What follows belongs to an exercise in optimizing a design on an open flow for small area, a short achievable clock period and few clock cycles; a production flow would make more cautious choices. Where RTL was checked, it was by simulation tests only, not by an equivalence proof against the original. No functional check of the RTL was part of runs 1 and 3.

==> design/flow/config.mk <==
export PLATFORM = sky130hd
export DESIGN_NAME = fhd_engine
export DESIGN_NICKNAME = fhd_engine
export VERILOG_FILES = /design/flow/design.v
export SDC_FILE = /design/flow/constraint.sdc
export NUM_CORES = 4
export LEC_CHECK = 0
export CAP_MARGIN = 20
export CORE_MARGIN = 2
export CORE_UTILIZATION = 40
export SLEW_MARGIN = 20
export TNS_END_PERCENT = 0
export SETUP_SLACK_MARGIN = 14
==> design/flow/constraint.sdc <==
create_clock -name core_clock -period 22.0 [get_ports {clk}]
set_input_delay 4.4000 -clock core_clock [delete_from_list [all_inputs] [get_ports {clk}]]
set_output_delay 4.4000 -clock core_clock [all_outputs]
set_load 0.01 [all_outputs]
==> design/flow/design.v <==
module fhd_engine (
    input  wire         clk,
    input  wire         rst,         
    input  wire         in_valid,
    input  wire [7:0]   in_data,
    output wire         in_ready,
    output wire         busy,
    output wire [7:0]   status,
    output reg          dout_valid,
    output wire [127:0] digest
);
    localparam [31:0] S1_INIT  = 32'h05274C6C;
    localparam [31:0] S2_INIT  = 32'h6A7769F3;
    localparam [31:0] S3_INIT  = 32'h7672239B;
    localparam [31:0] KF = 32'h5A827999;
    localparam [31:0] PK = KF - 32'd1;      
    localparam [31:0] P23_INIT = 2 * S1_INIT + 3 * S2_INIT + PK;
    localparam [31:0] AA = 32'hC32F1E4B;
    localparam [31:0] BB = 32'h596807CD;
    localparam [31:0] CC = 32'hDE6F723A;
    localparam [31:0] DD = 32'hA18945BC;
    localparam [31:0] KG = 32'h6ED9EBA1;
    localparam [31:0] KH = 32'hCA62C1D6;
    localparam [31:0] KI = 32'h8F1BBCDC;
    localparam [7:0] OP_INIT   = 8'h01;
    localparam [7:0] OP_UPDATE = 8'h02;
    localparam [7:0] OP_FINAL  = 8'h03;
    localparam [2:0] S_IDLE = 3'd0,
                     S_LEN  = 3'd1,
                     S_DATA = 3'd2,
                     S_COMP = 3'd3,
                     S_FIN  = 3'd4;
    localparam [1:0] PH_A = 2'd0, PH_B = 2'd1, PH_C = 2'd2, PH_D = 2'd3;
    function [31:0] rol32;
        input [31:0] v;
        input [4:0]  n;
        begin
            rol32 = (v << n) | (v >> (6'd32 - {1'b0, n}));
        end
    endfunction
    function [63:0] csa;
        input [31:0] x, y, z;
        begin
            csa = {((x & y) | (x & z) | (y & z)) << 1, x ^ y ^ z};
        end
    endfunction
    reg [31:0]  r0, r1, r2, r3;      
    reg [31:0]  s0, s1, s2, s3;      
    reg [31:0]  p23;                 
    reg [127:0] pend;                
    reg         ready_q, err_q;
    reg [1:0]   cause_q;
    reg [2:0]   state;
    reg [31:0]  remaining;           
    reg [3:0]   byte_idx;            
    reg         last_q;              
    reg         final_mode;
    reg [5:0]   rnd;
    reg [1:0]   ph;
    reg [2:0]   iter;
    reg         fin_q;               
    reg         lv;                  
    reg         lzin;                
    reg [31:0]  pk;                  
    reg [1:0]   lp;
    assign status   = {4'b0000, cause_q, err_q, ready_q};
    assign in_ready = (state == S_IDLE) || (state == S_LEN) || (state == S_DATA);
    assign busy     = (state != S_IDLE);
    assign digest   = {s3, s2, s1, s0};
    wire accept = in_valid && in_ready;
    reg [31:0] kph;
    always @(*) begin
        case (ph)
            PH_A:    kph = AA;
            PH_B:    kph = BB;
            PH_C:    kph = CC;
            default: kph = DD;
        endcase
    end
    wire [63:0] q1   = csa(r1, r2, kph);
    wire [63:0] q2   = csa(q1[31:0], q1[63:32], r3);
    wire [31:0] pk_n = q2[31:0] + q2[63:32];
    wire [31:0] xw   = lzin ? r3 : r0;           
    wire [31:0] sum4 = pk + xw;
    wire [31:0] lz   = (lp == PH_A) ? (sum4 ^ xw) : sum4;
    wire pa = lv && (lp == PH_A);
    wire pb = lv && (lp == PH_B);
    wire pc = lv && (lp == PH_C);
    wire pd = lv && (lp == PH_D);
    wire [31:0] s0e = pa ? lz : s0;
    wire [31:0] s1e = pb ? lz : s1;
    wire [31:0] s2e = pc ? lz : s2;
    wire [31:0] s3e = pd ? lz : s3;
    wire        fin1 = (state == S_FIN) && !fin_q;
    wire [31:0] x1 = s1 + (fin1 ? s2 : {s2[30:0], 1'b0}) + (fin1 ? s3e : {s3e[30:0], 1'b0});
    wire [31:0] x2 = p23 + {s3e[29:0], 2'b00} - PK;
    wire [31:0] x3 = {p23[30:0], 1'b0} + {s3e[28:0], 3'b000} + ~s3e + (32'd1 - 2 * PK);
    wire [31:0] p23_n = {s1[30:0], 1'b0} + s2e + {s2e[30:0], 1'b0} + PK;
    reg [31:0] fl, early, sreg, sq;
    reg [4:0]  m_in, m_out;
    always @(*) begin
        case (ph)
            PH_A: begin    
                fl = (r0 ^ r1) | (r2 ^ r3);
                early = p23; sreg = {s3[29:0], 2'b00}; sq = x3;
                m_in = 5'd5; m_out = 5'd24;
            end
            PH_B: begin    
                fl = (r3 | ~r1) | (r0 & ~r2);
                early = KG - 32'd1; sreg = s0; sq = s1e;
                m_in = 5'd19; m_out = 5'd10;
            end
            PH_C: begin    
                fl = (r2 & ~r1) ^ (r3 & ~r0);
                early = KH - 32'd1; sreg = s1; sq = s0;
                m_in = 5'd13; m_out = 5'd11;
            end
            default: begin  
                fl = (~r1 ^ r2) | (r3 ^ ~r0);
                early = KI - 32'd1; sreg = s2; sq = s2e;
                m_in = 5'd8; m_out = 5'd3;
            end
        endcase
    end
    wire        lz_a  = lzin && (ph == PH_A);
    wire        lz_o  = lzin && (ph != PH_A);
    wire [31:0] late  = ({32{lz_a}} & {lz[29:0], 2'b00}) | ({32{lz_o}} & lz)
                      | ({32{!lzin}} & sreg);
    wire [4:0]  i5    = rnd[4:0];
    wire [31:0] roy   = rol32(r1, i5 & m_in & r0[4:0]);
    wire [63:0] t1    = csa(r0, r3 & r0, r1 & ~r2);
    wire [63:0] t2    = csa(t1[31:0], t1[63:32], early);
    wire [63:0] t3    = csa(t2[31:0], t2[63:32], fl);
    wire [63:0] t6    = csa(t3[31:0], t3[63:32], roy);
    wire [63:0] t7    = csa(t6[31:0], t6[63:32], late);
    wire [31:0] tsum  = t7[31:0] + t7[63:32];
    wire [31:0] tv    = tsum ^ sq;
    wire [4:0]  ro    = i5 & m_out;
    wire [31:0] xn    = ({32{ro == 5'd0}}  & tv)
                      | ({32{ro == 5'd1}}  & rol32(tv, 5'd1))
                      | ({32{ro == 5'd2}}  & rol32(tv, 5'd2))
                      | ({32{ro == 5'd3}}  & rol32(tv, 5'd3))
                      | ({32{ro == 5'd8}}  & rol32(tv, 5'd8))
                      | ({32{ro == 5'd9}}  & rol32(tv, 5'd9))
                      | ({32{ro == 5'd10}} & rol32(tv, 5'd10))
                      | ({32{ro == 5'd11}} & rol32(tv, 5'd11))
                      | ({32{ro == 5'd16}} & rol32(tv, 5'd16))
                      | ({32{ro == 5'd24}} & rol32(tv, 5'd24));
    localparam [383:0] T5 = 384'b100011010001000100011010001000100011010001000100011010001000100011010001000100011010001000100011010001000100011010001000100011010001000100011010001000100011010001000100011010001000100011010001000100011010001000100011010001000100011010001000100011010001000100011010001000100011010001000100011010001000100011010001000100011010001000100011010001000100011010001000100011010001000100011010;
    localparam [383:0] T7 = 384'b100011010001000110101100011010001000110101100011010001000110101100011010001000110101100011010001000110101100011010001000110101100011010001000110101100011010001000110101100011010001000110101100011010001000110101100011010001000110101100011010001000110101100011010001000110101100011010001000110101100011010001000110101100011010001000110101100011010001000110101100011010001000110101100011;
    wire [6:0] sn5 = r3[3:0] + r3[7:4] + r3[11:8] + r3[15:12]
                   + r3[19:16] + r3[23:20] + r3[27:24] + r3[31:28];
    wire [6:0] sn7 = r3[2:0] + r3[5:3] + r3[8:6] + r3[11:9] + r3[14:12]
                   + r3[17:15] + r3[20:18] + r3[23:21] + r3[26:24] + r3[29:27]
                   + r3[31:30];
    wire       v_w5 = &r3[31:1];
    wire [2:0] n5   = v_w5 ? {2'b00, r3[0]} : T5[3*sn5 +: 3];
    wire       v_w7 = (r3[31:2] == 30'h3FFFFFFF) && (r3[1:0] != 2'b00);
    wire [2:0] n7   = v_w7 ? {1'b0, r3[1:0]} - 3'd1 : T7[3*sn7 +: 3];
    wire [2:0] n8    = r3[2:0] + 3'd4;
    reg [2:0] ncur;
    always @(*) begin
        case (ph)
            PH_B:    ncur = n5;
            PH_C:    ncur = n7;
            default: ncur = n8;
        endcase
    end
    wire        do_step = (ph == PH_A) || (iter != ncur);
    wire [2:0]  iter_n  = iter + 3'd1;
    wire        adv     = (ph == PH_A) || !do_step || (iter_n == ncur);
    wire [15:0] bsel   = 16'd1 << byte_idx;
    wire        last_c = (byte_idx == 4'd0) ? (remaining <= 32'd16) : last_q;
    integer j;
    always @(posedge clk) begin
        dout_valid <= 1'b0;
        if (rst) begin
            state   <= S_IDLE;
            ready_q <= 1'b0;
            err_q   <= 1'b0;
            cause_q <= 2'd0;
            lv      <= 1'b0;
            lzin    <= 1'b0;
            fin_q   <= 1'b0;
        end else begin
            lv   <= 1'b0;
            lzin <= 1'b0;
            if (lv) begin
                case (lp)
                    PH_A:    s0 <= lz;
                    PH_B:    s1 <= lz;
                    PH_C:    s2 <= lz;
                    default: s3 <= lz;
                endcase
            end
            case (state)
                S_IDLE: begin
                    if (accept && !err_q) begin
                        case (in_data)
                            OP_INIT: begin
                                s1      <= S1_INIT;
                                s2      <= S2_INIT;
                                s3      <= S3_INIT;
                                p23     <= P23_INIT;
                                lv      <= 1'b0;
                                pend    <= 128'd0;
                                ready_q <= 1'b1;
                            end
                            OP_UPDATE: begin
                                if (!ready_q) begin
                                    err_q   <= 1'b1;
                                    cause_q <= 2'd1;
                                end else begin
                                    byte_idx <= 4'd0;
                                    state    <= S_LEN;
                                end
                            end
                            OP_FINAL: begin
                                if (!ready_q) begin
                                    err_q   <= 1'b1;
                                    cause_q <= 2'd1;
                                end else begin
                                    final_mode <= 1'b1;
                                    r0    <= pend[31:0];
                                    r1    <= pend[63:32];
                                    r2    <= pend[95:64];
                                    r3    <= pend[127:96];
                                    rnd   <= 6'd0;
                                    ph    <= PH_A;
                                    iter  <= 3'd0;
                                    state <= S_COMP;
                                end
                            end
                            default: begin
                                err_q   <= 1'b1;
                                cause_q <= 2'd2;
                            end
                        endcase
                    end
                end
                S_LEN: begin
                    if (accept) begin
                        remaining <= {in_data, remaining[31:8]};
                        byte_idx  <= byte_idx + 4'd1;
                        if (byte_idx[1:0] == 2'd3) begin
                            byte_idx <= 4'd0;
                            if ({in_data, remaining[31:8]} == 32'd0)
                                state <= S_IDLE;
                            else
                                state <= S_DATA;
                        end
                    end
                end
                S_DATA: begin
                    if (accept) begin
                        remaining <= remaining - 32'd1;
                        byte_idx  <= byte_idx + 4'd1;
                        last_q    <= last_c;
                        for (j = 0; j < 4; j = j + 1) begin
                            if (bsel[j])      r0[8*j +: 8] <= in_data;
                            if (bsel[4 + j])  r1[8*j +: 8] <= in_data;
                            if (bsel[8 + j])  r2[8*j +: 8] <= in_data;
                            if (bsel[12 + j]) r3[8*j +: 8] <= in_data;
                        end
                        for (j = 0; j < 16; j = j + 1)
                            if (bsel[j] && last_c) pend[8*j +: 8] <= in_data;
                        if (remaining == 32'd1) begin
                            state <= S_IDLE;
                        end else if (byte_idx == 4'd15) begin
                            final_mode <= 1'b0;
                            rnd   <= 6'd0;
                            ph    <= PH_A;
                            iter  <= 3'd0;
                            state <= S_COMP;
                        end
                    end
                end
                S_COMP: begin
                    if (ph == PH_D)
                        p23 <= p23_n;
                    pk <= pk_n;
                    if (do_step) begin
                        lv   <= 1'b1;
                        lzin <= adv;
                        lp   <= ph;
                        if (ph == PH_A) begin
                            s1 <= x1;
                            s2 <= x2;
                            s3 <= x3;
                        end
                    end
                    if (adv) begin
                        r0 <= r1;
                        r1 <= r2;
                        r2 <= r3;
                        r3 <= r0;
                        ph <= ph + 2'd1;
                        iter <= 3'd0;
                        if (ph == PH_D) begin
                            if (rnd == 6'd34)
                                state <= final_mode ? S_FIN : S_DATA;
                            else
                                rnd <= rnd + 6'd1;
                        end
                    end else begin
                        iter <= iter_n;
                    end
                end
                default: begin    
                    fin_q <= !fin_q;
                    if (!fin_q) begin
                        s0 <= x1;           
                    end else begin
                        s1         <= x1;
                        s2         <= x2;
                        s3         <= x3;
                        dout_valid <= 1'b1;
                        ready_q    <= 1'b0;
                        state      <= S_IDLE;
                    end
                end
            endcase
            if (state == S_COMP && !adv)
                r0 <= xn;
            if (state == S_COMP && adv && do_step)
                r3 <= xn;
        end
    end
endmodule
==> design/flow/flow/run.sh <==
#!/bin/bash
# Standard layout, with ORFS's timing repair (after CTS and after global
# routing) asked to reach a setup slack well above zero at the design's
# clock period, so that it sizes up the gates of the longest paths.
set -euo pipefail
MARGIN=14
cp config.mk config.orig.mk
echo "export SETUP_SLACK_MARGIN = ${MARGIN}" >> config.mk
bash standard.sh > standard.log 2>&1
==> design/flow/standard.sh <==
#!/bin/bash
# synth_recipe.tcl (not shown) runs the flow's synth.tcl, then flattens the netlist and writes it again
# the make line also repeats each setting of config.mk as NAME=value (left out here)
make -C /OpenROAD-flow-scripts/flow DESIGN_CONFIG=/design/flow/config.mk WORK_HOME=/design/flow/orfs CLKGATE_MAP_FILE= SYNTH_SCRIPT=/design/flow/synth_recipe.tcl "${@:-finish}"
==> impl_metrics.yaml, run 1 <==
sta:
  finalSetupViolations: 0
  layout_setup_ws_ns: 13.99
  fmax_mhz: 124.8
  slew_headroom_pct: 18.90
  worst_pin_slew_ns: 1.204
  slew_violations: 0
  fin_crit_sh_pct: 36.42
  period_minus_slack_ns: 8.012
  rsz0062_at_grt: "yes"
  hold_viol: 0
  fin_skew_ns: 0.06828
  tns_ns: 0
clock_network:
  cts_buffers: 66
  cts_tree: "yes"
  clk_pin_slew_ns: 0.06
  cts_root_buffer: "clkbuf_16"
  cts_sinks: 510
  cts_buffer_depth: 3
  clk_latency_ns: 0.71
  cts_hold_buf: 0
  htree_levels: 3
global_routing:
  overflow: 0
  grt_pass1_vias: 53070
  track_usage_pct: 37.43
  grt_max_degree: 69
  antenna_found_initial: 18
  grt_pass1_wl_microns: 404400
yosys:
  syn_inst: 6662
  yosys-top-cells-count: "nand2_1, inv_1, ha_1"
  yosys_warnings: 1
  synth_edf_count: 499
  synth_top_cell_by_area: "edfxtp_1"
  async_reset_ff_share_pct: 0
  synth_top_area_share_pct: 25.30
  syn_area_sq_um: 59240
  synth-seq-cells: 510
  yosysMostFrequentCell: "nand2_1"
  ys_seq_area_share_pct: 25.67
  ys_types: 108
  synthFlopType: "edfxtp_1"
  synth_area_leaders: "edfxtp_1, ha_1, fa_1"
  avgSynthCellArea_sq_um: 8.892
route:
  drc: 0
  ant_nets: 0
  via_per_inst: 6.584
  drt_iter0_markers: 8571
  wl_per_cell_microns: 33.36
  drt-pass1-iter-count: 12
  finalWirelength_microns: 293100
  vias: 57840
setup_path:
  critPathSlowestCell: "edfxtp_1"
  r2r_slack_ns: 13.99
  worst_setup_path_start_kind: "flip-flop"
  end_kind: "flip-flop"
  cp.required_ns: 22.43
  critPathTopFamily: "compound AO/OA/AOI/OAI gates"
  cpMostUsedCell: "buf_4"
  cp_max_fo: 10
  crit_type: "reg2reg"
  cp.arrival_ns: 8.44
  cp.buffers_inverters: 4
  slowest_delay_ns: 0.53
job:
  maxCapViolations: 0
floorplan:
  die_x_microns: 388.8
  die_y_microns: 388.8
  rows: 141
  fp.dieArea_sq_um: 151200
  io_pins: 150
  coreArea_sq_um: 147300
  start_util_pct: 40.21
layout:
  regArea_sq_um: 15210
  fill_cells: 14200
  nNetsFinal: 7633
  multi_input_area_sq_um: 41920
  fin_area_sq_um: 67810
  drive_above_1_share_pct: 10.84
  area_growth_pct: 14.48
place:
  dp_slack_ns: 12.02
  placed_cell_area_sq_um: 63200
  gp_congestion: 1.061
  portBuffers: 145
  dp_hpwl_microns: 223800
worst_hold_path:
  hold_path_class: "reg2reg"
status:
  status: "finished clean"
[sequential cells by signal, summed over array words and instances (netlist names), 32 cells and up]
signal / count
remaining: 32
s1: 32
s0: 32
r1: 32
p23: 32
r0: 32
s2: 32
s3: 32
r2: 32
pk: 32
pend: 128
r3: 32
[worst register-to-register path: cells and delay by family, from the launching register on]
| family | cells | cell delay (ns) |
|---|---|---|
| DFF | 1 | 0.53 |
| buffers and inverters | 4 | 0.81 |
| adders and majority gates | 4 | 1.47 |
| and+or+nand+nor | 6 | 1.40 |
| AOI/OAI and AO/OA | 10 | 2.50 |
| muxes | 2 | 0.36 |
| xor gates and xnor gates | 2 | 0.69 |
[cell usage in the layout (no fill, tap or decap), drive strengths merged, types with 21 or more instances in the layout]
master	count
a211oi	123
a21o	128
a21oi	452
a221o	80
a221oi	96
a222oi	36
a22oi	39
a31oi	38
and2	36
and3	57
buf	289
clkbuf	80
clkdlybuf4s50	145
clkinv	32
edfxtp	499
fa	313
ha	516
inv	566
mux2	21
mux2i	234
nand2	698
nand2b	48
nand3	101
nand4	43
nor2	459
nor2b	36
nor3	107
nor4	25
o211ai	132
o21a	56
o21ai	413
o21bai	27
o221ai	26
o22ai	72
o31ai	21
or2	23
or3	53
xnor2	225
xor2	192
[metal layers]
metal	vias to the layer above	track usage, %	part of all wire, %
met2	4037	53.31	41
met4	10	19.88	6.6
met1	28560	50.64	39
met5	-	0	0.027
met3	754	11.45	13
li1	24480	-	-
[stage by stage]
step	std cells	hold slack (ns)	utilization (%)
3_3_place_gp	8548	0.4669	42.89
3_5_place_dp	8548	0.4826	42.90
4_1_cts	8701	0.4910	45.05
2_1_floorplan	6665	0.4801	-
6_report	8785	0.4916	46.03
5_1_grt	8774	0.5277	46.01
[logic make-up after synthesis]
logic type / after synthesis / share of synthesized area [%]
DFF: 510 / 25.67
AOI/OAI and AO/OA: 1949 / 22.29
buffers and inverters: 948 / 6.176
and+or+nand+nor: 1739 / 13.27
other: 1 / 0.006331
adders and majority gates: 829 / 21.48
xor gates and xnor gates: 429 / 6.685
muxes: 257 / 4.429
[final cells by class]
type                       count  area share (%)
clock buffer                  77           2.496
clock inverter                42          0.7916
antenna                       11         0.04059
inverter                     568           3.198
multi-input combinational   5208           61.82
tap                         1930           3.561
timing repair inverter         1         0.01292
sequential                   510           22.43
timing repair buffer         438           5.655
[what timing repair did]
action                                  4_1_cts  5_1_grt
endpoints found under the hold margin         0        0
endpoints found under the setup margin      201      183
pin swaps                                    16       37
resized for setup                           134      179
cloned                                        2        3
buffers inserted                             32       67
[final timing paths]
check | startpoint | end | depth (start not counted)
max | r0[9] | r0[27] | 28
min reg2reg | cause_q[1] | cause_q[1] | 2
max reg2reg | r0[9] | r0[27] | 28
min | cause_q[1] | cause_q[1] | 2
==> run 2, diff against run 1 <==
--- a/design/flow/design.v
+++ b/design/flow/design.v
@@ -62,6 +62,7 @@
     reg         lv;                  
     reg         lzin;                
     reg [31:0]  pk;                  
+    reg [4:0]   mi, mo;              
     reg [1:0]   lp;
     assign status   = {4'b0000, cause_q, err_q, ready_q};
     assign in_ready = (state == S_IDLE) || (state == S_LEN) || (state == S_DATA);
@@ -97,28 +98,23 @@
     wire [31:0] x3 = {p23[30:0], 1'b0} + {s3e[28:0], 3'b000} + ~s3e + (32'd1 - 2 * PK);
     wire [31:0] p23_n = {s1[30:0], 1'b0} + s2e + {s2e[30:0], 1'b0} + PK;
     reg [31:0] fl, early, sreg, sq;
-    reg [4:0]  m_in, m_out;
     always @(*) begin
         case (ph)
             PH_A: begin    
                 fl = (r0 ^ r1) | (r2 ^ r3);
                 early = p23; sreg = {s3[29:0], 2'b00}; sq = x3;
-                m_in = 5'd5; m_out = 5'd24;
             end
             PH_B: begin    
                 fl = (r3 | ~r1) | (r0 & ~r2);
                 early = KG - 32'd1; sreg = s0; sq = s1e;
-                m_in = 5'd19; m_out = 5'd10;
             end
             PH_C: begin    
                 fl = (r2 & ~r1) ^ (r3 & ~r0);
                 early = KH - 32'd1; sreg = s1; sq = s0;
-                m_in = 5'd13; m_out = 5'd11;
             end
             default: begin  
                 fl = (~r1 ^ r2) | (r3 ^ ~r0);
                 early = KI - 32'd1; sreg = s2; sq = s2e;
-                m_in = 5'd8; m_out = 5'd3;
             end
         endcase
     end
@@ -127,7 +123,18 @@
     wire [31:0] late  = ({32{lz_a}} & {lz[29:0], 2'b00}) | ({32{lz_o}} & lz)
                       | ({32{!lzin}} & sreg);
     wire [4:0]  i5    = rnd[4:0];
-    wire [31:0] roy   = rol32(r1, i5 & m_in & r0[4:0]);
+    wire [1:0]  ph_n  = ph + 2'd1;
+    wire [4:0]  i5_n  = (ph == PH_D) ? i5 + 5'd1 : i5;
+    reg  [4:0]  mi_n, mo_n;
+    always @(*) begin
+        case (ph_n)
+            PH_A:    begin mi_n = i5_n & 5'd5;  mo_n = i5_n & 5'd24; end
+            PH_B:    begin mi_n = i5_n & 5'd19; mo_n = i5_n & 5'd10; end
+            PH_C:    begin mi_n = i5_n & 5'd13; mo_n = i5_n & 5'd11; end
+            default: begin mi_n = i5_n & 5'd8;  mo_n = i5_n & 5'd3;  end
+        endcase
+    end
+    wire [31:0] roy   = rol32(r1, mi & r0[4:0]);
     wire [63:0] t1    = csa(r0, r3 & r0, r1 & ~r2);
     wire [63:0] t2    = csa(t1[31:0], t1[63:32], early);
     wire [63:0] t3    = csa(t2[31:0], t2[63:32], fl);
@@ -135,7 +142,7 @@
     wire [63:0] t7    = csa(t6[31:0], t6[63:32], late);
     wire [31:0] tsum  = t7[31:0] + t7[63:32];
     wire [31:0] tv    = tsum ^ sq;
-    wire [4:0]  ro    = i5 & m_out;
+    wire [4:0]  ro    = mo;
     wire [31:0] xn    = ({32{ro == 5'd0}}  & tv)
                       | ({32{ro == 5'd1}}  & rol32(tv, 5'd1))
                       | ({32{ro == 5'd2}}  & rol32(tv, 5'd2))
@@ -226,6 +233,8 @@
                                     r2    <= pend[95:64];
                                     r3    <= pend[127:96];
                                     rnd   <= 6'd0;
+                                    mi    <= 5'd0;
+                                    mo    <= 5'd0;
                                     ph    <= PH_A;
                                     iter  <= 3'd0;
                                     state <= S_COMP;
@@ -269,6 +278,8 @@
                         end else if (byte_idx == 4'd15) begin
                             final_mode <= 1'b0;
                             rnd   <= 6'd0;
+                            mi    <= 5'd0;
+                            mo    <= 5'd0;
                             ph    <= PH_A;
                             iter  <= 3'd0;
                             state <= S_COMP;
@@ -295,6 +306,8 @@
                         r2 <= r3;
                         r3 <= r0;
                         ph <= ph + 2'd1;
+                        mi <= mi_n;
+                        mo <= mo_n;
                         iter <= 3'd0;
                         if (ph == PH_D) begin
                             if (rnd == 6'd34)
==> design/flow/flow/run.sh (replaced) <==
#!/bin/bash
# Standard layout, with ORFS's timing repair (after CTS and after global
# routing) asked to reach a setup slack well above zero at the design's
# clock period, so that it sizes up the gates of the longest paths.
set -euo pipefail
MARGIN=15
cp config.mk config.orig.mk
echo "export SETUP_SLACK_MARGIN = ${MARGIN}" >> config.mk
bash standard.sh > standard.log 2>&1
--- a/design/flow/config.mk
+++ b/design/flow/config.mk
@@ -10,4 +10,4 @@
 export CORE_UTILIZATION = 40
 export SLEW_MARGIN = 20
 export TNS_END_PERCENT = 0
-export SETUP_SLACK_MARGIN = 14
+export SETUP_SLACK_MARGIN = 15
==> run 2 against run 1 <==
  * Clock skew fell by 0.0025 ns
  * Register-to-register slack improved by 0.25 ns
  * Setup slack improved by 0.25 ns
  * Hold slack barely moved
  * Critical path depth fell by 1
  * Global-route usage rose by 0.63 points
==> impl_metrics.yaml, run 2 <==
status:
  status: "finished clean"
job:
  maxCapViolations: 0
yosys:
  ys_seq_area_share_pct: 26.11
  avgSynthCellArea_sq_um: 8.805
  synth-seq-cells: 519
  syn_inst: 6732
  yosys-top-cells-count: "a21oi_1, nand2_1, inv_1"
  synthFlopType: "edfxtp_1"
  synth_top_cell_by_area: "edfxtp_1"
  syn_area_sq_um: 59270
  synth_area_leaders: "edfxtp_1, fa_1, ha_1"
  yosys_warnings: 1
  yosysMostFrequentCell: "a21oi_1"
  async_reset_ff_share_pct: 0
  ys_types: 107
  synth_top_area_share_pct: 25.74
  synth_edf_count: 508
layout:
  largest_register_ffs: 128
  layout_commonest_cell: "nand2_1"
  fin_area_sq_um: 70450
  area_growth_pct: 18.85
  fill_cells: 14050
  top_register: "pend"
  layout_common_cells: "nand2_1, a21oi_1, inv_1"
  nNetsFinal: 7776
  drive_above_1_share_pct: 14.26
  fin_util_pct: 47.76
setup_path:
  r2r_slack_ns: 14.23
  rr_worst_depth: 27
  r2r_end: "r3[26]"
  cp_max_fo: 10
  worst_setup_path_start_kind: "flip-flop"
  cp.required_ns: 22.49
  crit_type: "reg2reg"
  end_kind: "flip-flop"
  reg2reg_from: "lzin"
  cp.arrival_ns: 8.25
worst_hold_path:
  holdPathEnd: "ready_q"
  hold_path_class: "reg2reg"
  min_delay_path_depth: 2
  min-delay-start: "ready_q"
sta:
  fmax_mhz: 128.8
  worst_pin_slew_ns: 1.367
  period_minus_slack_ns: 7.765
  finalSetupViolations: 0
  slew_violations: 0
  fin_skew_ns: 0.06573
  slew_headroom_pct: 8.082
  rsz0062_at_grt: "yes"
  layout_setup_ws_ns: 14.23
  tns_ns: 0
  hold_viol: 0
  fin_crit_sh_pct: 35.30
floorplan:
  die_y_microns: 389.0
  coreArea_sq_um: 147500
  fp.dieArea_sq_um: 151300
  rows: 141
  die_x_microns: 389.0
  io_pins: 150
  start_util_pct: 40.19
route:
  vias: 57620
  drc: 0
  wl_per_cell_microns: 33.16
  drt-pass1-iter-count: 10
  via_per_inst: 6.447
  route.met3.wl_microns: 36110
  finalWirelength_microns: 296300
  routed.top_layer: "met5"
  wl_met1_microns: 108100
  route.met2.wl_microns: 124100
  drt_iter0_markers: 7854
  ant_nets: 0
clock_network:
  cts_hold_buf: 0
  cts_sinks: 519
  clk_pin_slew_ns: 0.07
  cts_buffer_depth: 3
  cts_buffers: 66
  htree_levels: 3
  clk_latency_ns: 0.75
  cts_root_buffer: "clkbuf_16"
  cts_tree: "yes"
global_routing:
  grt_pass1_vias: 54660
  antenna_found_initial: 15
  overflow: 0
  grt_pass1_wl_microns: 412200
  track_usage_pct: 38.06
  grt_max_degree: 194
place:
  dp_hpwl_microns: 218800
  placed_cell_area_sq_um: 63120
  dp_slack_ns: 11.38
  portBuffers: 145
  gp_congestion: 1.047
==> run 2: cell count changes after synthesis, moves of 17 or more <==
cell      before  now
a21oi_1      452  645
nor2_1       459  546
nand2_1      698  620
a221o_1       80   21
a221oi_1      95   47
and3_1        57   24
nand2b_1      48   72
nor3_1       104   81
o211ai_1     132  153
o21a_1        56   38
ha_1         516  499
==> run 2: cell type report <==
class / count / area (sq um) / area share, %
Multi-Input combinational cell: 5249 / 42880 / 60.88
Sequential cell: 519 / 15480 / 21.98
Timing Repair Buffer: 538 / 5162 / 7.328
Tap cell: 1930 / 2415 / 3.428
Inverter: 573 / 2178 / 3.092
Clock buffer: 82 / 1722 / 2.444
Clock inverter: 38 / 579.3 / 0.8224
Antenna cell: 9 / 22.52 / 0.03197
==> run 2: logic make-up (layout without fill, tap and decap cells) <==
| kind of cell | count (synthesis) | count (layout) | synth area share [%] |
|---|---|---|---|
| simple gates | 1687 | 1687 | 12.68 |
| compound gates | 2024 | 2024 | 21.80 |
| fa+ha+maj | 818 | 818 | 21.31 |
| xor+xnor | 436 | 436 | 6.767 |
| flops | 519 | 519 | 26.11 |
| mux | 280 | 280 | 5.064 |
| other cells | 1 | 13 | 0.006327 |
| buf+inv | 967 | 1231 | 6.269 |
==> run 2: what timing repair did <==
item                       in CTS  in global routing
resized for setup             574                 35
cloned                          9                  1
buffers inserted              203                  8
pin swaps                     162                 26
setup endpoints to repair     501                442
==> run 2: through the flow <==
step / hold slack [ns] / std cells
floorplan: 0.4503 / 6735
global placement: 0.4791 / 8587
detailed placement: 0.4814 / 8587
CTS: 0.4936 / 8919
global route: 0.5162 / 8929
finish: 0.4912 / 8938
==> run 2: worst max path at each step <==
stage | start | endpoint | slack (ns)
finish | lzin | r3[26] | 14.23
global route | lzin | r3[23] | 14.17
CTS | r0[0] | r0[0] | 14.55
detailed placement | lzin | r3[1] | 11.38
global placement | lzin | r3[1] | 11.56
floorplan | ph[0] | r3[1] | 14.07
==> run 2: routing by layer <==
metal	GRT usage, %	up-vias
met3	11.71	1035
met5	0	-
met2	56.36	3892
met4	28.93	4
met1	46.30	28110
li1	-	24580
==> run 2: worst max-delay path: stages (launching register included) <==
cell and delay (ns):
dfxtp_4 0.37, buf_12 0.15, buf_8 0.17, mux2_2 0.43, ha_4 0.31, inv_1 0.09, xnor2_1 0.71, xnor2_4 0.21
o21ai_1 0.32, inv_1 0.18, ha_1 0.31, inv_1 0.06, fa_1 0.50, ha_4 0.35, and3_4 0.21, o2111a_1 0.22
o21ai_2 0.10, a21o_1 0.28, nand4_1 0.31, nand4_1 0.16, nor3_2 0.27, nor2_4 0.11, xnor2_2 0.18, buf_6 0.18
a221oi_1 0.52, nand3_1 0.26, a211oi_2 0.41, mux2i_1 0.13
Testbench counts of run 2, summed over its fixed seeds: cycles 244,057.
==> run 3, diff against run 2 <==
--- a/design/flow/design.v
+++ b/design/flow/design.v
@@ -63,6 +63,7 @@
     reg         lzin;                
     reg [31:0]  pk;                  
     reg [4:0]   mi, mo;              
+    reg [31:0]  xwq;                 
     reg [1:0]   lp;
     assign status   = {4'b0000, cause_q, err_q, ready_q};
     assign in_ready = (state == S_IDLE) || (state == S_LEN) || (state == S_DATA);
@@ -81,7 +82,7 @@
     wire [63:0] q1   = csa(r1, r2, kph);
     wire [63:0] q2   = csa(q1[31:0], q1[63:32], r3);
     wire [31:0] pk_n = q2[31:0] + q2[63:32];
-    wire [31:0] xw   = lzin ? r3 : r0;           
+    wire [31:0] xw   = xwq;                      
     wire [31:0] sum4 = pk + xw;
     wire [31:0] lz   = (lp == PH_A) ? (sum4 ^ xw) : sum4;
     wire pa = lv && (lp == PH_A);
@@ -333,6 +334,7 @@
                     end
                 end
             endcase
+            xwq <= xn;
             if (state == S_COMP && !adv)
                 r0 <= xn;
             if (state == S_COMP && adv && do_step)
==> run 3 against run 2 <==
  * Via count about the same
  * First-iteration DRC count decreased by 4.0%
  * Sequential share of layout area increased by 1.1 points
  * Maximum frequency increased by 5.0%
  * Flip-flop and latch count increased by 32
  * Non-clock buffer count decreased by 6
  * Area after synthesis increased by 1.4%
  * Critical path depth decreased by 1
  * Die area increased by 1.4%
  * Critical path type unchanged
  * Largest cell class unchanged
  * Highest routed layer unchanged
==> impl_metrics.yaml, run 3 <==
yosys:
  syn_inst: 6621
  yosys_warnings: 1
  synth_top_area_share_pct: 26.98
  ys_types: 109
  yosys-top-cells-count: "nand2_1, inv_1, edfxtp_1"
  synthFlopType: "edfxtp_1"
  yosysMostFrequentCell: "nand2_1"
  async_reset_ff_share_pct: 0
  synth_area_leaders: "edfxtp_1, fa_1, ha_1"
  synth-seq-cells: 551
  ys_seq_area_share_pct: 27.35
  synth_edf_count: 540
  avgSynthCellArea_sq_um: 9.077
  synth_top_cell_by_area: "edfxtp_1"
  syn_area_sq_um: 60100
setup_path:
  end_kind: "flip-flop"
  cp.required_ns: 22.45
  r2r_end: "r3[10]"
  worst_setup_path_start_kind: "flip-flop"
  cp_max_fo: 8
  crit_type: "reg2reg"
  reg2reg_from: "pk[9]"
  rr_worst_depth: 26
  r2r_slack_ns: 14.60
  crit_start: "pk[9]"
  cp.arrival_ns: 7.84
place:
  portBuffers: 145
  gp_congestion: 1.024
  dp_hpwl_microns: 210200
layout:
  layout_commonest_cell: "nand2_1"
  area_growth_pct: 18.56
  drive_above_1_share_pct: 14.01
  top_register: "pend"
  fin_util_pct: 47.69
  fill_cells: 14070
  nNetsFinal: 7687
  layout_common_cells: "nand2_1, inv_1, edfxtp_1"
  largest_register_ffs: 128
sta:
  fin_skew_ns: 0.06651
  finalSetupViolations: 0
  fmax_mhz: 135.2
  period_minus_slack_ns: 7.397
  tns_ns: 0
  slew_headroom_pct: 18.31
  fin_crit_sh_pct: 33.62
  hold_viol: 0
  rsz0062_at_grt: "yes"
  worst_pin_slew_ns: 1.218
  slew_violations: 0
route:
  finalWirelength_microns: 285700
  drc: 0
  vias: 57660
  drt_iter0_markers: 7539
  wl_per_cell_microns: 31.96
  ant_nets: 0
  drt-pass1-iter-count: 10
  via_per_inst: 6.450
clock_network:
  cts_buffers: 72
  cts_root_buffer: "clkbuf_16"
  clk_latency_ns: 0.75
  cts_hold_buf: 0
  cts_buffer_depth: 3
  cts_sinks: 551
  clk_pin_slew_ns: 0.07
  htree_levels: 3
  cts_tree: "yes"
floorplan:
  rows: 142
  die_x_microns: 391.6
  fp.dieArea_sq_um: 153400
  start_util_pct: 40.22
  coreArea_sq_um: 149400
  io_pins: 150
  die_y_microns: 391.6
global_routing:
  grt_pass1_wl_microns: 402800
  antenna_found_initial: 20
  track_usage_pct: 36.46
  grt_pass1_vias: 54630
  overflow: 0
  grt_max_degree: 90
worst_hold_path:
  min_delay_path_depth: 2
  hold_path_class: "reg2reg"
  min-delay-start: "ready_q"
  holdPathEnd: "ready_q"
status:
  status: "finished clean"
job:
  maxCapViolations: 0
-- run 3: critical path, cell delays in order, from the launching register on --
cell and delay (ns):
edfxtp_1 0.56, ha_4 0.35, a21oi_1 0.30, o21a_1 0.30, nand2_1 0.15, a211o_4 0.42, xnor2_4 0.23, nor2_1 0.08
a21oi_2 0.19, buf_4 0.17, fa_2 0.19, inv_1 0.05, fa_2 0.53, inv_2 0.05, ha_4 0.15, a21o_1 0.17
a221o_1 0.37, a21oi_4 0.22, nor2b_4 0.08, o21a_1 0.20, o2111a_1 0.28, a211oi_4 0.24, a2111oi_2 0.07, o31ai_2 0.43
xnor3_2 0.66, a211oi_4 0.50, a21oi_1 0.13
-- run 3: cell type report --
cell class                      instances  area [sq um]  area share [%]
Inverter                              569          2162           3.034
Antenna cell                            7         17.52         0.02458
Tap cell                             2016          2522           3.540
Clock inverter                         47         559.3          0.7849
Sequential cell                       551         16440           23.07
Timing Repair Buffer                  532          4903           6.882
Clock buffer                           85          1861           2.611
Multi-Input combinational cell       5132         42790           60.06
-- run 3: logic make-up (layout without fill, tap and decap cells) --
logic type | Yosys count | in the layout | synth area share, %
compound gates | 1913 | 1913 | 21.86
buf+inv | 946 | 1233 | 6.056
mux | 238 | 238 | 4.243
simple gates | 1735 | 1739 | 13.14
fa+ha+maj | 818 | 818 | 21.03
flops | 551 | 551 | 27.35
other cells | 1 | 11 | 0.006240
xor+xnor | 419 | 420 | 6.321
-- run 3: timing repair --
| action | in CTS | in global routing |
|---|---|---|
| pin swaps | 127 | 41 |
| endpoints found under the setup margin | 266 | 246 |
| gates resized for setup | 518 | 67 |
| buffers inserted | 199 | 26 |
| cloned | 9 | 1 |
-- run 3: how the worst max path moves through the flow --
| stage | endpoint | slack, ns | depth (start not counted) |
|---|---|---|---|
| after global placement | r3[0] | 12.14 | 23 |
| after global routing | r3[14] | 14.57 | 25 |
| after CTS | r0[23] | 14.91 | 27 |
| final | r3[10] | 14.60 | 26 |
| after floorplan | remaining[0] | 14.21 | 3 |
| after detailed placement | r3[0] | 11.90 | 23 |
-- run 3: through the flow --
step,cell area [sq um],instances,hold slack (ns),setup WS [ns]
6_report,71250,8939,0.5111,14.60
5_1_grt,71240,8932,0.5366,14.57
4_1_cts,70660,8903,0.5108,14.91
3_5_place_dp,63990,8563,0.4912,11.90
3_3_place_gp,63980,8563,0.4826,12.14
2_1_floorplan,60180,6624,0.4633,14.21
-- run 3: metal layers --
metal	share of wire (%)	global-route usage, %	vias to the layer above
met4	6.8	20.73	14
li1	-	-	24630
met5	0.033	0	-
met2	43	55.11	3742
met1	39	46.95	28360
met3	11	9.855	917
==> run 4, diff against run 3 <==
--- a/design/flow/design.v
+++ b/design/flow/design.v
@@ -182,6 +182,8 @@
     integer j;
     always @(posedge clk) begin
         dout_valid <= 1'b0;
+        pk  <= pk_n;
+        xwq <= xn;
         if (rst) begin
             state   <= S_IDLE;
             ready_q <= 1'b0;
@@ -290,7 +292,6 @@
                 S_COMP: begin
                     if (ph == PH_D)
                         p23 <= p23_n;
-                    pk <= pk_n;
                     if (do_step) begin
                         lv   <= 1'b1;
                         lzin <= adv;
@@ -334,7 +335,6 @@
                     end
                 end
             endcase
-            xwq <= xn;
             if (state == S_COMP && !adv)
                 r0 <= xn;
             if (state == S_COMP && adv && do_step)
==> run 4 against run 3 <==
  * First-iteration DRC count decreased by 3.2%
  * Critical endpoint is now r3[7]
  * Synthesized cell count decreased by 0.47%
  * Flip-flop and latch count unchanged
  * Largest cell class unchanged
  * Non-clock buffer count decreased by 83
  * Still clean
==> impl_metrics.yaml, run 4 <==
floorplan:
  rows: 140
  fp.dieArea_sq_um: 150400
  start_util_pct: 40.39
  io_pins: 150
  die_y_microns: 387.9
  coreArea_sq_um: 145900
  die_x_microns: 387.9
place:
  gp_congestion: 1.025
  dp_slack_ns: 12.24
  placed_cell_area_sq_um: 62990
  portBuffers: 145
  dp_hpwl_microns: 207200
clock_network:
  clk_latency_ns: 0.72
  clk_pin_slew_ns: 0.06
  cts_root_buffer: "clkbuf_16"
  cts_buffer_depth: 3
  cts_sinks: 551
  cts_tree: "yes"
  htree_levels: 3
  cts_hold_buf: 0
  cts_buffers: 71
sta:
  fin_skew_ns: 0.04895
  tns_ns: 0
  slew_violations: 0
  finalSetupViolations: 0
  hold_viol: 0
  layout_setup_ws_ns: 14.34
  slew_headroom_pct: 20.64
  rsz0062_at_grt: "yes"
  period_minus_slack_ns: 7.664
  fmax_mhz: 130.5
  worst_pin_slew_ns: 1.178
  fin_crit_sh_pct: 34.83
global_routing:
  grt_max_degree: 75
  track_usage_pct: 35.13
  overflow: 0
  grt_pass1_wl_microns: 384700
  grt_pass1_vias: 52400
  antenna_found_initial: 10
layout:
  nNetsFinal: 7577
  fill_cells: 13990
  layout_commonest_cell: "nand2_1"
  top_register: "pend"
  layout_common_cells: "nand2_1, inv_1, ha_1"
  largest_register_ffs: 128
  drive_above_1_share_pct: 11.20
  fin_area_sq_um: 68170
  fin_util_pct: 46.72
  area_growth_pct: 15.66
yosys:
  ys_seq_area_share_pct: 26.80
  avgSynthCellArea_sq_um: 8.944
  synth_edf_count: 476
  async_reset_ff_share_pct: 0
  yosysMostFrequentCell: "nand2_1"
  syn_area_sq_um: 58940
  syn_inst: 6590
  ys_types: 111
  synth_area_leaders: "edfxtp_1, ha_1, fa_1"
  yosys-top-cells-count: "nand2_1, inv_1, ha_1"
  yosys_warnings: 1
  synthFlopType: "edfxtp_1"
  synth-seq-cells: 551
  synth_top_cell_by_area: "edfxtp_1"
  synth_top_area_share_pct: 24.25
setup_path:
  end_kind: "flip-flop"
  critPathSlowestCell: "o21ai_0"
  cp.arrival_ns: 8.08
  worst_setup_path_start_kind: "flip-flop"
  cp.required_ns: 22.41
  cp_max_fo: 37
  rr_worst_depth: 29
  slowest_delay_ns: 0.57
  crit_type: "reg2reg"
route:
  via_per_inst: 6.332
  drt_iter0_markers: 7298
  wl_per_cell_microns: 31.19
  drc: 0
  drt-pass1-iter-count: 10
  vias: 55270
  ant_nets: 0
  finalWirelength_microns: 272300
job:
  maxCapViolations: 0
worst_hold_path:
  hold_path_class: "reg2reg"
  min_delay_path_depth: 2
status:
  status: "finished clean"
-- run 4: cell count changes after synthesis, moves of 33 or more --
cell      change
edfxtp_1     -64
a221o_1      -34
nor2_1       -33
and3_1       +36
dfxtp_1      +64
o21ai_0      +46
nand3_1      -39
-- run 4: per-stage QoR --
step	hold slack, ns	cells
3_5_place_dp	0.5279	8476
2_1_floorplan	0.4516	6593
4_1_cts	0.5409	8696
5_1_grt	0.5593	8722
6_report	0.5376	8729
3_3_place_gp	0.5193	8475
-- run 4: routing by layer --
| layer | global-route usage, % | share of wire [%] | vias up |
|---|---|---|---|
| met5 | 0 | 0.022 | - |
| met4 | 18.98 | 6.3 | 8 |
| met3 | 7.684 | 10 | 625 |
| met2 | 52.60 | 43 | 3153 |
| met1 | 47.12 | 41 | 27400 |
| li1 | - | - | 24080 |
-- run 4: critical path, delay by kind of cell (launching register included) --
family	cells	cell delay, ns
AOI/OAI and AO/OA	13	3.03
and+or+nand+nor	2	0.29
xor gates and xnor gates	2	0.34
DFF	1	0.39
buffers and inverters	6	1.08
adders and majority gates	3	1.45
muxes	3	0.76
-- run 4: logic make-up (layout without fill, tap and decap cells) --
kind of cell	count (synthesis)	count (layout)	share of synthesized area (%)
and+or+nand+nor	1706	1706	13.26
other	1	11	0.006362
AOI/OAI and AO/OA	1904	1904	21.76
xor gates and xnor gates	435	437	6.604
muxes	216	216	3.908
DFF	551	551	26.80
buffers and inverters	958	1168	6.290
adders and majority gates	819	819	21.37
-- run 4: final timing paths --
kind,endpoint,slack [ns],from
max reg2reg,r3[7],14.34,r0[0]
min reg2reg,last_q,0.54,last_q
max,r3[7],14.34,r0[0]
min,last_q,0.54,last_q
-- run 4: cell type report --
cell class                      instances  area [sq um]  area share [%]
Antenna cell                            7         17.52         0.02570
Multi-Input combinational cell       5086         40960           60.09
Timing Repair inverter                  1         7.507         0.01101
Clock inverter                         44         539.3          0.7911
Inverter                              588          2255           3.307
Sequential cell                       551         15800           23.17
Clock buffer                           86          1896           2.781
Tap cell                             1917          2399           3.518
Timing Repair Buffer                  449          4295           6.301
-- run 4: repair_timing --
action	4_1_cts	5_1_grt
gates cloned	7	1
setup buffers	83	24
setup endpoints to repair	362	397
resized for setup	272	67
pin swaps	50	30
Testbench counts of run 4, summed over its fixed seeds: cycles 244,057.
==> run 5, diff against run 4 <==
==> design/flow/flow/run.sh (replaced) <==
#!/bin/bash
# Standard layout, with ORFS's timing repair (after CTS and after global
# routing) asked to reach a setup slack well above zero at the design's
# clock period, so that it sizes up the gates of the longest paths.
set -euo pipefail
MARGIN=16
cp config.mk config.orig.mk
echo "export SETUP_SLACK_MARGIN = ${MARGIN}" >> config.mk
bash standard.sh > standard.log 2>&1
--- a/design/flow/config.mk
+++ b/design/flow/config.mk
@@ -10,4 +10,4 @@
 export CORE_UTILIZATION = 40
 export SLEW_MARGIN = 20
 export TNS_END_PERCENT = 0
-export SETUP_SLACK_MARGIN = 15
+export SETUP_SLACK_MARGIN = 16
==> run 5 against run 4 <==
  * First-iteration DRC count is 0.70% lower
  * Design area is 0.50% higher
  * Core utilization is 0.24 points higher
  * Still clean
  * Wire length is 0.97% higher
  * Clock skew is 0.015 ns lower
  * Flip-flop and latch count stayed put
  * Final cell count is 0.26% higher
==> impl_metrics.yaml, run 5 <==
yosys:
  synthFlopType: "edfxtp_1"
  syn_inst: 6590
  synth_edf_count: 476
  synth-seq-cells: 551
  async_reset_ff_share_pct: 0
  syn_area_sq_um: 58940
  yosys_warnings: 1
  synth_area_leaders: "edfxtp_1, ha_1, fa_1"
  ys_types: 111
  yosysMostFrequentCell: "nand2_1"
  yosys-top-cells-count: "nand2_1, inv_1, ha_1"
  avgSynthCellArea_sq_um: 8.944
  ys_seq_area_share_pct: 26.80
  synth_top_cell_by_area: "edfxtp_1"
  synth_top_area_share_pct: 24.25
sta:
  slew_violations: 0
  tns_ns: 0
  layout_setup_ws_ns: 14.41
  hold_viol: 0
  fin_crit_sh_pct: 34.51
  rsz0062_at_grt: "yes"
  period_minus_slack_ns: 7.592
  slew_headroom_pct: 18.27
  worst_pin_slew_ns: 1.226
  fin_skew_ns: 0.03411
  finalSetupViolations: 0
  fmax_mhz: 131.7
global_routing:
  overflow: 0
  antenna_found_initial: 13
  grt_busiest_layer: "met2"
  grt_max_degree: 75
  met1_usage_pct: 47.22
  track_usage_pct: 35.57
  grt_pass1_vias: 52880
  use_met3_pct: 8.791
  grt_pass1_wl_microns: 389800
  use_met2_pct: 53.26
floorplan:
  fp.dieArea_sq_um: 150400
  coreArea_sq_um: 145900
  rows: 140
  io_pins: 150
  die_y_microns: 387.9
  die_x_microns: 387.9
  start_util_pct: 40.39
route:
  ant_nets: 0
  via_per_inst: 6.371
  vias: 55760
  wl_per_cell_microns: 31.42
  finalWirelength_microns: 274900
  drt_iter0_markers: 7247
  drc: 0
  drt-pass1-iter-count: 9
setup_path:
  cp_max_fo: 9
  end_kind: "flip-flop"
  crit_type: "reg2reg"
  worst_setup_path_start_kind: "flip-flop"
  cp.arrival_ns: 8.00
  cp.required_ns: 22.41
layout:
  nNetsFinal: 7601
  top_register: "pend"
  drive_above_1_share_pct: 11.95
  fin_util_pct: 46.96
  area_growth_pct: 16.24
  layout_commonest_cell: "nand2_1"
  largest_register_ffs: 128
  layout_common_cells: "nand2_1, inv_1, ha_1"
clock_network:
  cts_buffers: 72
  htree_levels: 3
  cts_tree: "yes"
  clk_pin_slew_ns: 0.06
  cts_root_buffer: "clkbuf_16"
  cts_sinks: 551
  cts_hold_buf: 0
  clk_latency_ns: 0.71
  cts_buffer_depth: 3
status:
  status: "finished clean"
job:
  maxCapViolations: 0
place:
  gp_congestion: 1.036
  dp_slack_ns: 12.22
  dp_hpwl_microns: 207000
  portBuffers: 145
worst_hold_path:
  hold_path_class: "reg2reg"
==> run 5: changes by cell type in the layout (fill, tap and decap cells not counted), sizes merged <==
cell / delta
inv: -2
xnor3: +1
diode: -3
dlymetal6s2s: -1
bufinv: -3
clkinv: +10
buf: +21
clkbuf: -4
bufbuf: +4
==> run 5: layout make-up <==
type / count / area (sq um)
repair buffers: 470 / 4556
clock buffers: 85 / 1861
inverters: 588 / 2245
repair inverters: 2 / 16.27
diodes: 4 / 10.01
flip-flops and latches: 551 / 15800
multi-input cells: 5087 / 41120
fillers: 14010 / 77400
well taps: 1917 / 2399
clock inverters: 48 / 515.5
==> run 5: per-stage QoR <==
stage / cells / hold slack, ns / instance area [sq um]
floorplan: 6593 / 0.4516 / 59110
global placement: 8483 / 0.5220 / 63100
detailed placement: 8487 / 0.5316 / 63140
CTS: 8732 / 0.5450 / 68180
global route: 8749 / 0.5547 / 68510
finish: 8752 / 0.5340 / 68510
==> run 5: cells by family after synthesis <==
kind of cell               count (synthesis)  synth area share (%)
AOI/OAI and AO/OA                       1904                 21.76
xor gates and xnor gates                 435                 6.604
adders and majority gates                819                 21.37
buffers and inverters                    958                 6.290
DFF                                      551                 26.80
muxes                                    216                 3.908
other                                      1              0.006362
and+or+nand+nor                         1706                 13.26
==> run 5: critical path: stages, from the launching register on <==
cell and delay, ns:
dfxtp_1 0.54, ha_1 0.34, a211oi_2 0.37, o21bai_1 0.15, xnor2_1 0.17, buf_4 0.21, nor2_1 0.08, a21oi_4 0.27
inv_1 0.15, fa_1 0.50, inv_1 0.04, ha_1 0.28, ha_1 0.38, o21a_1 0.22, a2111o_1 0.49, a21oi_1 0.38
a31oi_1 0.17, buf_4 0.19, a31o_2 0.28, nor3b_1 0.18, o32ai_4 0.49, xnor2_1 0.17, buf_4 0.22, o22a_1 0.15
o21ai_0 0.12, a221o_1 0.33, a211oi_4 0.28, mux2i_1 0.13
==> run 5: final timing paths <==
check | slack, ns | startpoint | cells after the start | to
worst min-delay path | 0.53 | cause_q[0] | 2 | cause_q[0]
worst min register to register | 0.53 | cause_q[0] | 2 | cause_q[0]
worst max-delay path | 14.41 | xwq[1] | 27 | r0[5]
worst max register to register | 14.41 | xwq[1] | 27 | r0[5]
==> run 5: per-layer routing <==
layer  vias up  share of wire [%]
li1      24160                  -
met2      3289                 43
met4         6                6.4
met5         -              0.017
met1     27600                 40
met3       700                 11
==> run 5: repair_timing <==
action	4_1_cts	5_1_grt
endpoints found under the setup margin	716	739
pin swaps	68	27
gates resized for setup	316	50
setup buffers	98	16
gates cloned	14	0
==> run 6, diff against run 5 <==
--- a/design/flow/config.mk
+++ b/design/flow/config.mk
@@ -7,7 +7,7 @@
 export LEC_CHECK = 0
 export CAP_MARGIN = 20
 export CORE_MARGIN = 2
-export CORE_UTILIZATION = 40
+export CORE_UTILIZATION = 55
 export SLEW_MARGIN = 20
 export TNS_END_PERCENT = 0
 export SETUP_SLACK_MARGIN = 16
==> run 6 against run 5 <==
  * Area after synthesis did not move
  * Sequential share of layout area rose by 0.15 points
  * Maximum frequency rose by 0.43%
  * Core utilization rose by 17 points
  * Clock-buffer cell count rose by 9
  * Largest cell class unchanged
==> impl_metrics.yaml, run 6 <==
clock_network:
  cts_buffers: 70
  clk_latency_ns: 0.70
  cts_root_buffer: "clkbuf_16"
  cts_sinks: 551
  cts_buffer_depth: 3
  htree_levels: 3
  clk_pin_slew_ns: 0.06
  cts_tree: "yes"
setup_path:
  slowest_delay_ns: 0.51
  crit_type: "reg2reg"
  critPathSlowestCell: "ha_2"
  end_kind: "flip-flop"
  cp.required_ns: 22.51
  worst_setup_path_start_kind: "flip-flop"
  cp_max_fo: 9
  critPathTopFamily: "compound AO/OA/AOI/OAI gates"
  cp.buffers_inverters: 4
  cp.arrival_ns: 8.07
yosys:
  synthFlopType: "edfxtp_1"
  async_reset_ff_share_pct: 0
  synth_edf_count: 476
  synth_top_cell_by_area: "edfxtp_1"
  synth_area_leaders: "edfxtp_1, ha_1, fa_1"
  yosys_warnings: 1
  yosysMostFrequentCell: "nand2_1"
  synth_top_area_share_pct: 24.25
  yosys-top-cells-count: "nand2_1, inv_1, ha_1"
  syn_inst: 6590
  synth-seq-cells: 551
  avgSynthCellArea_sq_um: 8.944
  ys_types: 111
  ys_seq_area_share_pct: 26.80
  syn_area_sq_um: 58940
route:
  via_per_inst: 6.872
  drt_iter0_markers: 7853
  ant_nets: 0
  drc: 0
  wl_per_cell_microns: 31.41
  finalWirelength_microns: 258600
  vias: 56570
  drt-pass1-iter-count: 7
layout:
  fill_cells: 8959
  fin_cells: 8232
  area_growth_pct: 15.50
  top_register: "pend"
  drive_above_1_share_pct: 12.45
  largest_register_ffs: 128
  regArea_sq_um: 15800
  nNetsFinal: 7594
  multi_input_area_sq_um: 41530
  layout_common_cells: "nand2_1, inv_1, ha_1"
  layout_commonest_cell: "nand2_1"
global_routing:
  use_met2_pct: 66.99
  grt_busiest_layer: "met2"
  grt_pass1_vias: 53940
  grt_max_degree: 68
  use_met3_pct: 13.07
  antenna_found_initial: 4
  met1_usage_pct: 58.33
  grt_pass1_wl_microns: 369900
  overflow: 0
  track_usage_pct: 45.65
place:
  gp_congestion: 1.046
  dp_hpwl_microns: 190000
  placed_cells_incl_taps: 7933
  portBuffers: 145
sta:
  period_minus_slack_ns: 7.559
  slew_headroom_pct: 19.29
  whs_ns: 0.5035
  slew_violations: 0
  rsz0062_at_grt: "yes"
  finalSetupViolations: 0
  tns_ns: 0
  fin_skew_ns: 0.03082
  fin_crit_sh_pct: 34.36
  fmax_mhz: 132.3
  hold_viol: 0
  worst_pin_slew_ns: 1.211
floorplan:
  die_x_microns: 331.4
  coreArea_sq_um: 106800
  rows: 120
  fp.dieArea_sq_um: 109800
  start_util_pct: 55.21
  io_pins: 150
  die_y_microns: 331.4
worst_hold_path:
  hold_path_class: "reg2reg"
status:
  status: "finished clean"
job:
  maxCapViolations: 0
run 6: kinds of logic after synthesis:
| group | count (synthesis) | synth area share (%) |
|---|---|---|
| AOI/OAI and AO/OA | 1904 | 21.76 |
| and+or+nand+nor | 1706 | 13.26 |
| buffers and inverters | 958 | 6.290 |
| adders and majority gates | 819 | 21.37 |
| DFF | 551 | 26.80 |
| xor gates and xnor gates | 435 | 6.604 |
| muxes | 216 | 3.908 |
| other | 1 | 0.006362 |
run 6: per-layer routing:
layer	wire, microns	vias up
met2	108100	4010
met3	32920	999
li1	-	24170
met4	21800	2
met1	95800	27400
met5	13	-
run 6: what timing repair did:
item,in CTS,in global routing
pin swaps,59,69
hold buffers,0,0
setup endpoints to repair,770,827
gates cloned,12,3
setup buffers,111,36
resized for setup,313,137
run 6: through the flow:
stage	setup WS (ns)	utilization [%]	cell area, sq um
after floorplan	14.43	-	59110
after global placement	12.01	58.24	62170
after detailed placement	11.84	58.25	62180
after CTS	14.55	62.78	67020
after global routing	14.28	63.76	68060
final	14.44	63.77	68080
run 6: final cells by class:
class | count | area share (%)
flip-flops and latches | 551 | 23.21
clock inverters | 34 | 0.6175
diodes | 8 | 0.02941
multi-input cells | 5088 | 61.00
inverters | 588 | 3.290
well taps | 1403 | 2.579
repair inverters | 3 | 0.03124
repair buffers | 463 | 6.451
clock buffers | 94 | 2.795
run 6: final timing paths:
path / startpoint / endpoint / slack [ns] / cells past startpoint
setup / recovery: pk[17] / r0[1] / 14.44 / 27
hold / removal: cause_q[0] / cause_q[0] / 0.50 / 2
setup reg to reg: pk[17] / r0[1] / 14.44 / 27
hold reg to reg: cause_q[0] / cause_q[0] / 0.50 / 2
run 6: worst reg2reg max path, delay by kind of cell, from the launching register on:
family                     cells  cell delay, ns
xor gates and xnor gates       3            0.87
muxes                          1            0.26
adders and majority gates      4            1.59
and+or+nand+nor                2            0.48
DFF                            1            0.42
buffers and inverters          4            0.46
AOI/OAI and AO/OA             13            3.29
==> run 7, diff against run 6 <==
==> design/flow/flow/run.sh (replaced) <==
#!/bin/bash
# Standard layout, with ORFS's timing repair (after CTS and after global
# routing) asked to reach a setup slack well above zero at the design's
# clock period, so that it sizes up the gates of the longest paths.
set -euo pipefail
MARGIN=15
cp config.mk config.orig.mk
echo "export SETUP_SLACK_MARGIN = ${MARGIN}" >> config.mk
bash standard.sh > standard.log 2>&1
--- a/design/flow/config.mk
+++ b/design/flow/config.mk
@@ -10,4 +10,4 @@
 export CORE_UTILIZATION = 55
 export SLEW_MARGIN = 20
 export TNS_END_PERCENT = 0
-export SETUP_SLACK_MARGIN = 16
+export SETUP_SLACK_MARGIN = 15
==> run 7 against run 6 <==
  * Sequential share of layout area rose by 0.26 points
  * Still clean on timing, DRC and antenna
  * Maximum frequency shrank 0.86%
  * Area after synthesis stayed put
  * Critical path depth rose by 1
  * Wire length increased by 0.16%
==> impl_metrics.yaml, run 7 <==
status:
  status: "finished clean"
yosys:
  synth_compound_area_share_pct: 21.76
  synth_top_family_by_area: "compound AO/OA/AOI/OAI gates"
  synth_top_area_share_pct: 24.25
  syn_area_sq_um: 58940
  synth_xor_area_share_pct: 6.604
  synth_simple_gate_area_share_pct: 13.26
  synth_area_leaders: "edfxtp_1, ha_1, fa_1"
  yosys_warnings: 1
  synthFlopType: "edfxtp_1"
  ys_types: 111
  syn_inst: 6590
  async_reset_ff_share_pct: 0
  yosysMostFrequentCell: "nand2_1"
  synth_edf_count: 476
  ys_seq_area_share_pct: 26.80
  synth_top_cell_by_area: "edfxtp_1"
  synthAdderAreaFrac_pct: 21.37
  muxShareOfSynthArea_pct: 3.908
  avgSynthCellArea_sq_um: 8.944
  synth-seq-cells: 551
  yosys-top-cells-count: "nand2_1, inv_1, ha_1"
setup_path:
  worst_setup_path_start_kind: "flip-flop"
  end_kind: "flip-flop"
  crit_type: "reg2reg"
  cp_max_fo: 37
  slowest_delay_ns: 0.63
  cp.required_ns: 22.48
  cp.arrival_ns: 8.11
  critPathSlowestCell: "fa_2"
place:
  portBuffers: 145
  placed_cell_area_sq_um: 62100
  dp_hpwl_microns: 190500
  placed_cells_incl_taps: 7933
  gp_congestion: 1.029
route:
  ant_nets: 0
  via_per_inst: 6.870
  drt_iter0_markers: 8155
  drt-pass1-iter-count: 7
  wl_per_cell_microns: 31.64
  finalWirelength_microns: 259000
  drc: 0
  vias: 56250
clock_network:
  clk_latency_ns: 0.67
  cts_buffer_depth: 3
  htree_levels: 3
  cts_hold_buf: 0
  cts_sinks: 551
  cts_buffers: 69
  clk_pin_slew_ns: 0.06
  cts_tree: "yes"
  cts_root_buffer: "clkbuf_16"
floorplan:
  coreArea_sq_um: 106800
  io_pins: 150
  start_util_pct: 55.21
  die_x_microns: 331.4
  rows: 120
  die_y_microns: 331.4
  fp.dieArea_sq_um: 109800
sta:
  finalSetupViolations: 0
  whs_ns: 0.4968
  rsz0062_at_grt: "yes"
  hold_viol: 0
  fin_skew_ns: 0.02892
  period_minus_slack_ns: 7.624
  slew_violations: 0
  fin_crit_sh_pct: 34.66
  worst_pin_slew_ns: 1.253
  slew_headroom_pct: 16.19
  tns_ns: 0
  fmax_mhz: 131.2
layout:
  layout_commonest_cell: "nand2_1"
  largest_register_ffs: 128
  fin_cells: 8187
  fin_area_sq_um: 67290
  area_growth_pct: 14.17
  top_register: "pend"
  layout_common_cells: "nand2_1, inv_1, ha_1"
  nNetsFinal: 7554
  drive_above_1_share_pct: 11.00
global_routing:
  track_usage_pct: 45.77
  grt_pass1_vias: 53180
  overflow: 0
  antenna_found_initial: 14
  grt_max_degree: 76
  grt_pass1_wl_microns: 369000
worst_hold_path:
  hold_path_class: "reg2reg"
job:
  maxCapViolations: 0
[run 7: kinds of logic (layout without fill, tap and decap cells)]
| group | after synthesis | after routing |
|---|---|---|
| adder cells (fa/ha/maj) | 819 | 819 |
| flip-flops | 551 | 551 |
| multiplexers | 216 | 216 |
| AND/OR/NAND/NOR | 1706 | 1706 |
| XOR/XNOR | 435 | 436 |
| other | 1 | 8 |
| buffers and inverters | 958 | 1144 |
| AO/OA/AOI/OAI | 1904 | 1904 |
[run 7: stage by stage]
step	setup slack (ns)	utilization (%)
3_3_place_gp	12.65	58.16
2_1_floorplan	14.17	-
3_5_place_dp	12.60	58.18
5_1_grt	14.26	63.03
6_report	14.38	63.04
4_1_cts	14.43	62.29
[run 7: critical path: cells and delay by family (launching register included)]
family,cells,cell delay [ns]
flops,1,0.49
xor+xnor,2,0.47
fa+ha+maj,6,2.72
simple gates,2,0.29
compound gates,11,2.12
buf+inv,7,1.22
[run 7: area by class of cell]
type / instances / area (sq um)
Multi-Input combinational cell: 5085 / 40990
Fill cell: 9002 / 39460
Sequential cell: 551 / 15800
Timing Repair Buffer: 429 / 4210
Inverter: 588 / 2240
Clock buffer: 82 / 1889
Tap cell: 1403 / 1755
Clock inverter: 44 / 395.4
Antenna cell: 4 / 10.01
Timing Repair inverter: 1 / 7.507
[run 7: path summary, 6_finish.rpt]
kind	startpoint	to	slack, ns	cells past startpoint
min	cause_q[0]	cause_q[0]	0.50	2
max	ph[0]	r3[1]	14.38	28
max reg2reg	ph[0]	r3[1]	14.38	28
min reg2reg	cause_q[0]	cause_q[0]	0.50	2
[run 7: routing by layer]
metal | track usage, % | vias up | share of wire (%)
met1 | 58.50 | 27180 | 37
met5 | 0 | - | 0.019
met4 | 30.58 | 8 | 8.1
met3 | 14.62 | 979 | 13
met2 | 66.32 | 4027 | 41
li1 | - | 24060 | -
[run 7: what timing repair did]
action                     in CTS  in global routing
pin swaps                      46                 40
buffers inserted               86                 25
setup endpoints to repair     386                410
gates cloned                   12                  0
resized for setup             248                115

==> port drivers added, routing unchanged <==
How much do the figures lean on ideal ports? The routed layouts below were timed once more, with nothing changed but the port constraints.
Step 1 assumes that a clkbuf_16 drives the clock port and a buf_2 every other input.
Step 2 times the ports against the registers' clock, not the clock port: input delays grow and output delays shrink by t, the midpoint of the rising clock arrivals with the driver on.
a / b / c = ideal / step 1 / step 2; a / b = the first two.
run	t, ns	setup WS [ns]	worst hold slack (ns)	worst setup path after step 2	worst register clock-pin slew, ns
run 1	0.747	13.988 / 13.988 / 13.988	0.492 / 0.492 / 0.492	register to register	0.07 / 0.07
run 2	0.797	14.235 / 14.235 / 13.799	0.491 / 0.491 / 0.491	input to register	0.07 / 0.07
run 3	0.796	14.603 / 14.603 / 14.258	0.511 / 0.511 / 0.511	input to register	0.07 / 0.07
run 4	0.788	14.336 / 14.336 / 14.006	0.538 / 0.538 / 0.538	input to register	0.07 / 0.07
run 5	0.785	14.408 / 14.408 / 14.001	0.534 / 0.534 / 0.534	input to register	0.07 / 0.07
run 6	0.752	14.441 / 14.441 / 13.762	0.504 / 0.504 / 0.504	input to register	0.07 / 0.07
run 7	0.728	14.376 / 14.376 / 13.865	0.497 / 0.497 / 0.497	input to register	0.07 / 0.07
After both steps setup and hold are still met in every run listed. For run 6, which loses most, drivers alone change the setup slack by 0.000 ns; drivers and shift together by -0.679 ns.
